Context: an optimization exercise on an open-source flow, tuned for small area, a short achievable clock period and few clock cycles. The choices shown serve that exercise and are no tape-out recipe. Where RTL was checked, it was by simulation tests only, not by an equivalence proof against the original.

==> flow/design.v <==
module smc_digest (
    input  wire         clk,
    input  wire         rst,         
    input  wire         in_valid,
    output wire         in_ready,
    input  wire [31:0]  in_data,     
    input  wire         in_last,     
    input  wire [2:0]   in_nbytes,   
    output reg          out_valid,   
    output wire [127:0] out_digest   
);
    localparam [31:0] IV0 = 32'h01234567;
    localparam [31:0] IV1 = 32'h89ABCDEF;
    localparam [31:0] IV2 = 32'hFEDCBA98;
    localparam [31:0] IV3 = 32'h76543210;
    reg [511:0] ring;            
    reg [31:0]  a, b, c, d;      
    reg [31:0]  p0, p1, p2, p3;  
    reg [31:0]  q;               
    reg [6:0]   kp;              
    reg [15:0]  rsel;            
    reg [3:0]   ph;              
    reg [4:0]   nw;              
    reg         ld_first, ld_final;   
    reg         ex_first, ex_final;   
    reg         dummy;           
    reg         msg_done;        
    reg         mark_pending;    
    reg         late;            
    reg [9:0]   nwords;          
    reg [1:0]   lastnb;          
    reg         step;            
    reg         ffwd;            
    reg [3:0]   fsel;            
    reg [4:0]   s;               
    reg         load_iv;         
    reg         at16, at65;      
    wire [3:0] j       = nw[3:0];
    wire       ld_slot = !nw[4] && (ph == j);
    reg        in_ready_r;       
    assign in_ready    = in_ready_r;
    wire       take    = in_ready_r && in_valid;
    wire       pad_ld  = ld_slot && msg_done;
    reg [31:0] last_word;
    always @(*) begin
        case (in_nbytes)
            3'd0:    last_word = 32'h00000080;
            3'd1:    last_word = {16'h0000, 8'h80, in_data[7:0]};
            3'd2:    last_word = {8'h00, 8'h80, in_data[15:0]};
            3'd3:    last_word = {8'h80, in_data[23:0]};
            default: last_word = in_data;
        endcase
    end
    wire [31:0] pad_word = mark_pending ? 32'h00000080 :
                           (j == 4'd14 && !late) ? {17'd0, nwords, lastnb, 3'd0} : 32'd0;
    wire [31:0] in_word  = in_last ? last_word : in_data;
    wire [31:0] lane15   = ld_slot ? (msg_done ? pad_word : in_word) : ring[31:0];
    reg  [31:0] f1, f0;
    wire [31:0] f = (b & f1) | (~b & f0);
    wire [31:0] t;
    smc_add32 u_add_t (.x(q), .y(f), .s(t));
    wire [63:0] t2  = {t, t} << s;
    wire [31:0] rot = t2[63:32];
    wire [31:0] nb;
    smc_add32 u_add_nb (.x(step ? b : 32'd0), .y(rot), .s(nb));
    wire [3:0] ni = kp[3:0];
    reg        pf;               
    wire [6:0] kp1 = (kp == 7'd67) ? 7'd0 : kp + 7'd1;
    wire [6:0] kpn = pf ? kp1 : kp;
    wire [3:0] ph_n  = at65 ? 4'd0 : ph + 4'd1;
    wire [3:0] x     = kpn[3:0];
    wire       ph_ok = !at65 && ph_n == x + 4'd1;
    wire       pf_s1 = (kpn[6:4] != 3'd0) ||
                       (ph_ok && ((nw > {1'b0, x}) || (ld_slot && msg_done && nw == {1'b0, x})));
    wire       pf_s2 = ph_ok && ld_slot && !msg_done && nw == {1'b0, x};
    wire       pf_n  = pf_s1 || (pf_s2 && in_valid);
    wire [4:0] nw_p1 = nw + 5'd1;
    wire [4:0] nw_nt = pad_ld ? nw_p1 : nw;
    wire       rdy_nt = at65 ? !(msg_done && !ex_final)
                             : (!nw_nt[4] && ph_n == nw_nt[3:0] && !msg_done);
    wire       rdy_tk = !at65 && !nw_p1[4] && ph_n == nw_p1[3:0] && !msg_done;
    wire       rdy_n  = (in_ready_r && in_valid) ? (rdy_tk && !in_last) : rdy_nt;
    function [3:0] lane_of(input [6:0] op);
        case (op[5:4])
            2'd0:    lane_of = 4'd15;
            2'd1:    lane_of = {op[1:0], 2'b00};
            2'd2:    lane_of = {op[2:0], 1'b0} + 4'd4;
            default: lane_of = op[3:0] * 4'd6 + 4'd15;
        endcase
    endfunction
    function [4:0] rot_amt(input [1:0] r, input [1:0] i);
        case ({r, i})
            4'h0: rot_amt = 5'd1;   4'h1: rot_amt = 5'd8;   4'h2: rot_amt = 5'd15;  4'h3: rot_amt = 5'd22;
            4'h4: rot_amt = 5'd2;   4'h5: rot_amt = 5'd9;   4'h6: rot_amt = 5'd16;  4'h7: rot_amt = 5'd23;
            4'h8: rot_amt = 5'd3;   4'h9: rot_amt = 5'd10;  4'hA: rot_amt = 5'd17;  4'hB: rot_amt = 5'd24;
            4'hC: rot_amt = 5'd4;   4'hD: rot_amt = 5'd11;  4'hE: rot_amt = 5'd18;  default: rot_amt = 5'd31;
        endcase
    endfunction
    reg [31:0] rk;
    always @(*) begin
        case (kp[5:4])
            2'd0:    rk = 32'h11111111;
            2'd1:    rk = 32'h22222222;
            2'd2:    rk = 32'h44444444;
            default: rk = 32'h88888888;
        endcase
    end
    reg [31:0] ivw;
    always @(*) begin
        case (kp[1:0])
            2'd0:    ivw = IV0;
            2'd1:    ivw = IV3;
            2'd2:    ivw = IV2;
            default: ivw = IV1;
        endcase
    end
    reg [31:0] wr;
    integer li;
    always @(*) begin
        wr = 32'd0;
        for (li = 0; li < 16; li = li + 1)
            wr = wr | ({32{rsel[li]}} & ring[li*32 +: 32]);
    end
    wire [31:0] wsel = !pf ? 32'd0 :
                       kp[6] ? (ex_first ? ivw : p1) : wr;
    wire [31:0] ksel = (pf && !kp[6]) ? {rk[31:8], rk[7:0] + {4'd0, ni}} : 32'd0;
    wire [31:0] an   = load_iv ? IV0 : d;
    wire [31:0] cn   = load_iv ? IV2 : b;    
    wire [31:0] dn   = load_iv ? IV3 : c;
    wire [3:0]  fsel_n = (pf && !kp[6]) ? (4'b0001 << kp[5:4]) : 4'b0000;
    wire [31:0] cs_s = an ^ wsel ^ ksel;
    wire [31:0] cs_c = (an & wsel) | (an & ksel) | (wsel & ksel);
    wire [31:0] qn;
    smc_add32bk u_add_q (.x(cs_s), .y({cs_c[30:0], 1'b0}), .s(qn));
    assign out_digest = {p1, p2, p3, p0};
    always @(posedge clk) begin
        ring <= {lane15, ring[511:32]};
        p0 <= p1;
        p1 <= p2;
        p2 <= p3;
        p3 <= ffwd ? nb : p0;
        a <= load_iv ? IV0 : d;
        b <= load_iv ? IV1 : nb;
        c <= cn;
        d <= dn;
        f1 <= ({32{fsel_n[0]}} & cn) | ({32{fsel_n[1]}} & (cn | dn))
            | ({32{fsel_n[2]}} & ~(cn ^ dn)) | ({32{fsel_n[3]}} & ~cn);
        f0 <= ({32{fsel_n[0]}} & dn) | ({32{fsel_n[1]}} & (cn & ~dn))
            | ({32{fsel_n[2]}} & (cn ^ dn)) | ({32{fsel_n[3]}} & ~(cn ^ dn));
        q <= qn;
        rsel <= 16'd1 << lane_of(kpn);
    end
    always @(posedge clk) begin
        if (rst) begin
            out_valid    <= 1'b0;
            kp           <= 7'd67;
            pf           <= 1'b1;
            in_ready_r   <= 1'b1;
            step         <= 1'b0;
            ffwd         <= 1'b1;
            fsel         <= 4'b0000;
            s            <= 5'd0;
            load_iv      <= 1'b0;
            at16         <= 1'b0;
            at65         <= 1'b0;
            ph           <= 4'd0;
            nw           <= 5'd0;
            ld_first     <= 1'b1;
            ld_final     <= 1'b0;
            ex_first     <= 1'b1;
            ex_final     <= 1'b1;
            dummy        <= 1'b1;
            msg_done     <= 1'b0;
            mark_pending <= 1'b0;
            late         <= 1'b0;
            nwords       <= 10'd0;
            lastnb       <= 2'd0;
        end else begin
            out_valid <= load_iv && !dummy;
            if (load_iv) dummy <= 1'b0;
            kp      <= kpn;
            pf      <= pf_n;
            in_ready_r <= rdy_n;
            step    <= pf && !kp[6];
            ffwd    <= pf && kp[6];
            fsel    <= (pf && !kp[6]) ? (4'b0001 << kp[5:4]) : 4'b0000;
            s       <= (pf && !kp[6]) ? rot_amt(kp[5:4], kp[1:0]) : 5'd0;
            load_iv <= pf && kp == 7'd67 && ex_final;
            at16    <= pf && kp == 7'd16;
            at65    <= pf && kp == 7'd65;
            if (at16) begin
                ex_first <= ld_first;
                ex_final <= ld_final;
            end
            if (at65) begin
                ph       <= 4'd0;
                nw       <= 5'd0;
                ld_first <= ex_final;
                ld_final <= 1'b0;
                late     <= 1'b0;
                if (ex_final) begin
                    msg_done     <= 1'b0;
                    mark_pending <= 1'b0;
                    nwords       <= 10'd0;
                    lastnb       <= 2'd0;
                end
            end else begin
                ph <= ph + 4'd1;
                if (take || pad_ld) nw <= nw_p1;
                if (take) begin
                    if (in_last) begin
                        if (in_nbytes[2]) nwords <= nwords + 10'd1;
                        lastnb       <= in_nbytes[1:0];
                        msg_done     <= 1'b1;
                        mark_pending <= (in_nbytes == 3'd4);
                        if (in_nbytes < 3'd4 && j[3:1] == 3'b111) late <= 1'b1;
                    end else begin
                        nwords <= nwords + 10'd1;
                    end
                end
                if (pad_ld) begin
                    if (mark_pending) begin
                        mark_pending <= 1'b0;
                        if (j[3:1] == 3'b111) late <= 1'b1;
                    end else if (j == 4'd14 && !late) begin
                        ld_final <= 1'b1;
                    end
                end
            end
        end
    end
endmodule
module smc_add32 (
    input  wire [31:0] x,
    input  wire [31:0] y,
    output wire [31:0] s
);
    assign s = x + y;
endmodule
module smc_add32bk (
    input  wire [31:0] x,
    input  wire [31:0] y,
    output wire [31:0] s
);
  wire [31:0] g0 = x & y, p0 = x ^ y;
  wire [31:0] g[0:9], p[0:9];
  assign g[0] = g0; assign p[0] = p0;
  genvar l, i;
  generate for (l = 0; l < 5; l = l + 1) begin: up
    for (i = 0; i < 32; i = i + 1) begin: b
      if (((i + 1) % (2 << l)) == 0) begin
        assign g[l+1][i] = g[l][i] | (p[l][i] & g[l][i - (1<<l)]);
        assign p[l+1][i] = p[l][i] & p[l][i - (1<<l)];
      end else begin
        assign g[l+1][i] = g[l][i];
        assign p[l+1][i] = p[l][i];
      end
    end
  end
  for (l = 0; l < 4; l = l + 1) begin: dn
    for (i = 0; i < 32; i = i + 1) begin: b
      localparam integer D = 8 >> l;
      if (((i + 1) % (2*D)) == D && i >= 2*D - 1 + 0 && i > D) begin
        assign g[l+6][i] = g[l+5][i] | (p[l+5][i] & g[l+5][i - D]);
        assign p[l+6][i] = p[l+5][i] & p[l+5][i - D];
      end else begin
        assign g[l+6][i] = g[l+5][i];
        assign p[l+6][i] = p[l+5][i];
      end
    end
  end endgenerate
  assign s = p0 ^ {g[9][30:0], 1'b0};
endmodule
export LEC_CHECK = 0
export ABC_AREA = 1
export CAP_MARGIN = 20
export CORE_MARGIN = 2
export CORE_UTILIZATION = 40
export CTS_BUF_LIST = sky130_fd_sc_hd__clkbuf_8
export CTS_CLUSTER_DIAMETER = 50
export CTS_CLUSTER_SIZE = 14
export SLEW_MARGIN = 20
export TNS_END_PERCENT = 0
create_clock -name core_clock -period 12.0 [get_ports {clk}]
standard.sh (not shown) runs the stock make flow with config.mk's settings and CLKGATE_MAP_FILE= SYNTH_SCRIPT=/design/flow/synth_recipe.tcl, a recipe that flattens the netlist after the stock synthesis.
==> flow/flow/run.sh <==
#!/bin/bash
# The standard layout with three changes: synthesis leaves adders to ABC
# (no half/full-adder cell extraction), the ports get the smallest buffer, and
# ORFS's timing repair aims 8.5 ns below the clock period.
set -euo pipefail
bash standard.sh ADDER_MAP_FILE= SETUP_SLACK_MARGIN=8.5 "BUFFER_PORTS_ARGS=-buffer_cell sky130_fd_sc_hd__buf_1" finish > run_standard.log 2>&1
The starting point produced a clean layout.
Rerun with:
--- a/flow/design.v
+++ b/flow/design.v
@@ -31,9 +31,10 @@
     reg [1:0]   lastnb;          
     reg         step;            
     reg         ffwd;            
     reg [3:0]   fsel;            
-    reg [4:0]   s;               
+    reg [3:0]   ra;              
+    reg [5:0]   rb;              
     reg         load_iv;         
     reg         at16, at65;      
     wire [3:0] j       = nw[3:0];
     wire       ld_slot = !nw[4] && (ph == j);
@@ -58,10 +59,13 @@
     reg  [31:0] f1, f0;
     wire [31:0] f = (b & f1) | (~b & f0);
     wire [31:0] t;
     smc_add32 u_add_t (.x(q), .y(f), .s(t));
-    wire [63:0] t2  = {t, t} << s;
-    wire [31:0] rot = t2[63:32];
+    wire [31:0] ta  = ({32{ra[0]}} & t) | ({32{ra[1]}} & {t[30:0], t[31]})
+                    | ({32{ra[2]}} & {t[29:0], t[31:30]}) | ({32{ra[3]}} & {t[28:0], t[31:29]});
+    wire [31:0] rot = ({32{rb[0]}} & ta) | ({32{rb[1]}} & {ta[30:0], ta[31]})
+                    | ({32{rb[2]}} & {ta[23:0], ta[31:24]}) | ({32{rb[3]}} & {ta[16:0], ta[31:17]})
+                    | ({32{rb[4]}} & {ta[9:0], ta[31:10]}) | ({32{rb[5]}} & {ta[3:0], ta[31:4]});
     wire [31:0] nb;
     smc_add32 u_add_nb (.x(step ? b : 32'd0), .y(rot), .s(nb));
     wire [3:0] ni = kp[3:0];
     reg        pf;               
@@ -85,16 +89,8 @@
             2'd0:    lane_of = 4'd15;
             2'd1:    lane_of = {op[1:0], 2'b00};
             2'd2:    lane_of = {op[2:0], 1'b0} + 4'd4;
             default: lane_of = op[3:0] * 4'd6 + 4'd15;
-        endcase
-    endfunction
-    function [4:0] rot_amt(input [1:0] r, input [1:0] i);
-        case ({r, i})
-            4'h0: rot_amt = 5'd1;   4'h1: rot_amt = 5'd8;   4'h2: rot_amt = 5'd15;  4'h3: rot_amt = 5'd22;
-            4'h4: rot_amt = 5'd2;   4'h5: rot_amt = 5'd9;   4'h6: rot_amt = 5'd16;  4'h7: rot_amt = 5'd23;
-            4'h8: rot_amt = 5'd3;   4'h9: rot_amt = 5'd10;  4'hA: rot_amt = 5'd17;  4'hB: rot_amt = 5'd24;
-            4'hC: rot_amt = 5'd4;   4'hD: rot_amt = 5'd11;  4'hE: rot_amt = 5'd18;  default: rot_amt = 5'd31;
         endcase
     endfunction
     reg [31:0] rk;
     always @(*) begin
@@ -158,9 +154,10 @@
             in_ready_r   <= 1'b1;
             step         <= 1'b0;
             ffwd         <= 1'b1;
             fsel         <= 4'b0000;
-            s            <= 5'd0;
+            ra           <= 4'b0001;
+            rb           <= 6'b000001;
             load_iv      <= 1'b0;
             at16         <= 1'b0;
             at65         <= 1'b0;
             ph           <= 4'd0;
@@ -183,9 +180,12 @@
             in_ready_r <= rdy_n;
             step    <= pf && !kp[6];
             ffwd    <= pf && kp[6];
             fsel    <= (pf && !kp[6]) ? (4'b0001 << kp[5:4]) : 4'b0000;
-            s       <= (pf && !kp[6]) ? rot_amt(kp[5:4], kp[1:0]) : 5'd0;
+            ra      <= (pf && !kp[6]) ? (4'b0001 << kp[5:4]) : 4'b0001;
+            rb      <= !(pf && !kp[6])          ? 6'b000001 :
+                       ({kp[5:4], kp[1:0]} == 4'hF) ? 6'b100000 :
+                       (6'b000010 << kp[1:0]);
             load_iv <= pf && kp == 7'd67 && ex_final;
             at16    <= pf && kp == 7'd16;
             at65    <= pf && kp == 7'd65;
             if (at16) begin
Effect:
- fmax rises by 3.4%
- hold slack improves by 0.022 ns
- non-clock buffer count rises by 14
- sequential share of layout area went up by 0.97 points
- utilization is higher by 0.19 points
- clock-buffer cell count stays the same
Testbench counts after the change, summed over its fixed seeds: cycles 86,588.
The RTL of the first run of this note was laid out without a check of its function.

* * *

smc_digest, a different RTL version from the one above (not shown whole).
Size: roughly 4500 cells after synthesis, about 840 flip-flops.
clock: 12.0 ns
lec_check: 0
abc_area: 1
cap_margin: 20
core_margin: 2
core_utilization: 40
cts_buf_list: sky130_fd_sc_hd__clkbuf_8
cts_cluster_diameter: 50
cts_cluster_size: 14
slew_margin: 20
synth_hierarchical: 1
tns_end_percent: 100
==> flow/flow/run.sh <==
#!/bin/bash
set -euo pipefail
bash standard.sh SETUP_SLACK_MARGIN=7 "BUFFER_PORTS_ARGS=-buffer_cell sky130_fd_sc_hd__buf_1" finish > run_standard.log 2>&1
==> next run, changes <==
--- a/flow/design.v
+++ b/flow/design.v
@@ -13,21 +13,18 @@
     localparam [31:0] IV1 = 32'h89ABCDEF;
     localparam [31:0] IV2 = 32'hFEDCBA98;
     localparam [31:0] IV3 = 32'h76543210;
     reg [511:0] ring;            
     reg [31:0]  a, b, c, d;      
     reg [31:0]  p0, p1, p2, p3;  
     reg [31:0]  q;               
     reg [6:0]   kp;              
     reg [15:0]  rsel;            
-    reg         sel_h;           
-    reg [3:0]   sel_iv;          
-    reg         sel_k;           
     reg [3:0]   ph;              
     reg [4:0]   nw;              
     reg         ld_first, ld_final;   
     reg         ex_first, ex_final;   
     reg         dummy;           
     reg         msg_done;        
     reg         mark_pending;    
     reg         late;            
     reg [9:0]   nwords;          
@@ -72,19 +69,18 @@
     wire [6:0] kp1 = (kp == 7'd67) ? 7'd0 : kp + 7'd1;
     wire [6:0] kpn = pf ? kp1 : kp;
     wire [3:0] ph_n  = at65 ? 4'd0 : ph + 4'd1;
     wire [3:0] x     = kpn[3:0];
     wire       ph_ok = !at65 && ph_n == x + 4'd1;
     wire       pf_s1 = (kpn[6:4] != 3'd0) ||
                        (ph_ok && ((nw > {1'b0, x}) || (ld_slot && msg_done && nw == {1'b0, x})));
     wire       pf_s2 = ph_ok && ld_slot && !msg_done && nw == {1'b0, x};
     wire       pf_n  = pf_s1 || (pf_s2 && in_valid);
-    wire       ex_first_n = at16 ? ld_first : ex_first;
     function [3:0] lane_of(input [6:0] op);
         case (op[5:4])
             2'd0:    lane_of = 4'd15;
             2'd1:    lane_of = {op[1:0], 2'b00};
             2'd2:    lane_of = {op[2:0], 1'b0} + 4'd4;
             default: lane_of = op[3:0] * 4'd6 + 4'd15;
         endcase
     endfunction
     function [4:0] rot_amt(input [1:0] r, input [1:0] i);
@@ -107,49 +103,46 @@
     reg [31:0] ivw;
     always @(*) begin
         case (kp[1:0])
             2'd0:    ivw = IV0;
             2'd1:    ivw = IV3;
             2'd2:    ivw = IV2;
             default: ivw = IV1;
         endcase
     end
-    reg [31:0] wsel;
+    reg [31:0] wr;
     integer li;
     always @(*) begin
-        wsel = ({32{sel_h}} & p1)
-             | ({32{sel_iv[0]}} & IV0) | ({32{sel_iv[1]}} & IV3)
-             | ({32{sel_iv[2]}} & IV2) | ({32{sel_iv[3]}} & IV1);
+        wr = 32'd0;
         for (li = 0; li < 16; li = li + 1)
-            wsel = wsel | ({32{rsel[li]}} & ring[li*32 +: 32]);
-    end
-    wire [31:0] ksel = sel_k ? {rk[31:8], rk[7:0] + {4'd0, ni}} : 32'd0;
+            wr = wr | ({32{rsel[li]}} & ring[li*32 +: 32]);
+    end
+    wire [31:0] wsel = !pf ? 32'd0 :
+                       kp[6] ? (ex_first ? ivw : p1) : wr;
+    wire [31:0] ksel = (pf && !kp[6]) ? {rk[31:8], rk[7:0] + {4'd0, ni}} : 32'd0;
     wire [31:0] an   = load_iv ? IV0 : d;
     wire [31:0] cs_s = an ^ wsel ^ ksel;
     wire [31:0] cs_c = (an & wsel) | (an & ksel) | (wsel & ksel);
     wire [31:0] qn;
     smc_add32bk u_add_q (.x(cs_s), .y({cs_c[30:0], 1'b0}), .s(qn));
     assign out_digest = {p1, p2, p3, p0};
     always @(posedge clk) begin
         ring <= {lane15, ring[511:32]};
         p0 <= p1;
         p1 <= p2;
         p2 <= p3;
         p3 <= ffwd ? nb : p0;
         a <= load_iv ? IV0 : d;
         b <= load_iv ? IV1 : nb;
         c <= load_iv ? IV2 : b;
         d <= load_iv ? IV3 : c;
         q <= qn;
-        rsel   <= (pf_n && !kpn[6]) ? (16'd1 << lane_of(kpn)) : 16'd0;
-        sel_k  <= pf_n && !kpn[6];
-        sel_h  <= pf_n && kpn[6] && !ex_first_n;
-        sel_iv <= (pf_n && kpn[6] && ex_first_n) ? (4'd1 << kpn[1:0]) : 4'd0;
+        rsel <= 16'd1 << lane_of(kpn);
     end
     always @(posedge clk) begin
         if (rst) begin
             out_valid    <= 1'b0;
             kp           <= 7'd67;
             pf           <= 1'b1;
             step         <= 1'b0;
             ffwd         <= 1'b1;
             fsel         <= 4'b0000;
What happened: Final area grows by 0.79%. Synthesized cell count grows by about 2%. Routed wire length grows by 0.64%. Utilization shrinks by 0.35 points. Count of clock-buffer cells in the layout does not change. Non-clock buffer count shrinks by 28. Clock skew shrinks by 5.2 ps. Setup slack gets better by 120 ps. Sequential cell count shrinks by 6. Worst hold slack gets better by 8.8 ps.
Testbench counts after the change, summed over its fixed seeds: cycles 86,588.
The RTL of the first run of this note was laid out without a check of its function.

-- re-timing with driven ports --
Ports are ideal in the flow. The routed layouts listed here were re-timed in OpenROAD.
Step 1, drivers: a clkbuf_16 drives clk and a buf_2 each remaining input, both assumed.
Step 2, shift: input delay + t, output delay - t, t = (earliest + latest rising clock arrival at the registers) / 2. This alone moves slack from input paths to output paths.
Slacks: ideal / step 1 / step 2; pairs: ideal / step 1.
run	t (ns)	setup WS [ns]	hold WS [ns]	worst slew at a driven data input, ns
the first run of note 1	0.748	8.073 / 8.073 / 7.813	0.311 / 0.311 / 0.311	0.05
the second run of note 1	0.770	8.200 / 8.200 / 7.650	0.333 / 0.333 / 0.333	0.07
the first run of note 2	0.812	7.064 / 7.064 / 7.064	0.299 / 0.299 / 0.299	0.07
the second run of note 2	0.772	7.180 / 7.180 / 7.180	0.308 / 0.308 / 0.308	0.05
After both steps every run listed still meets setup and hold. For the second run of note 1, which loses most, drivers alone change the setup slack by 0.000 ns; drivers and shift together by -0.550 ns.
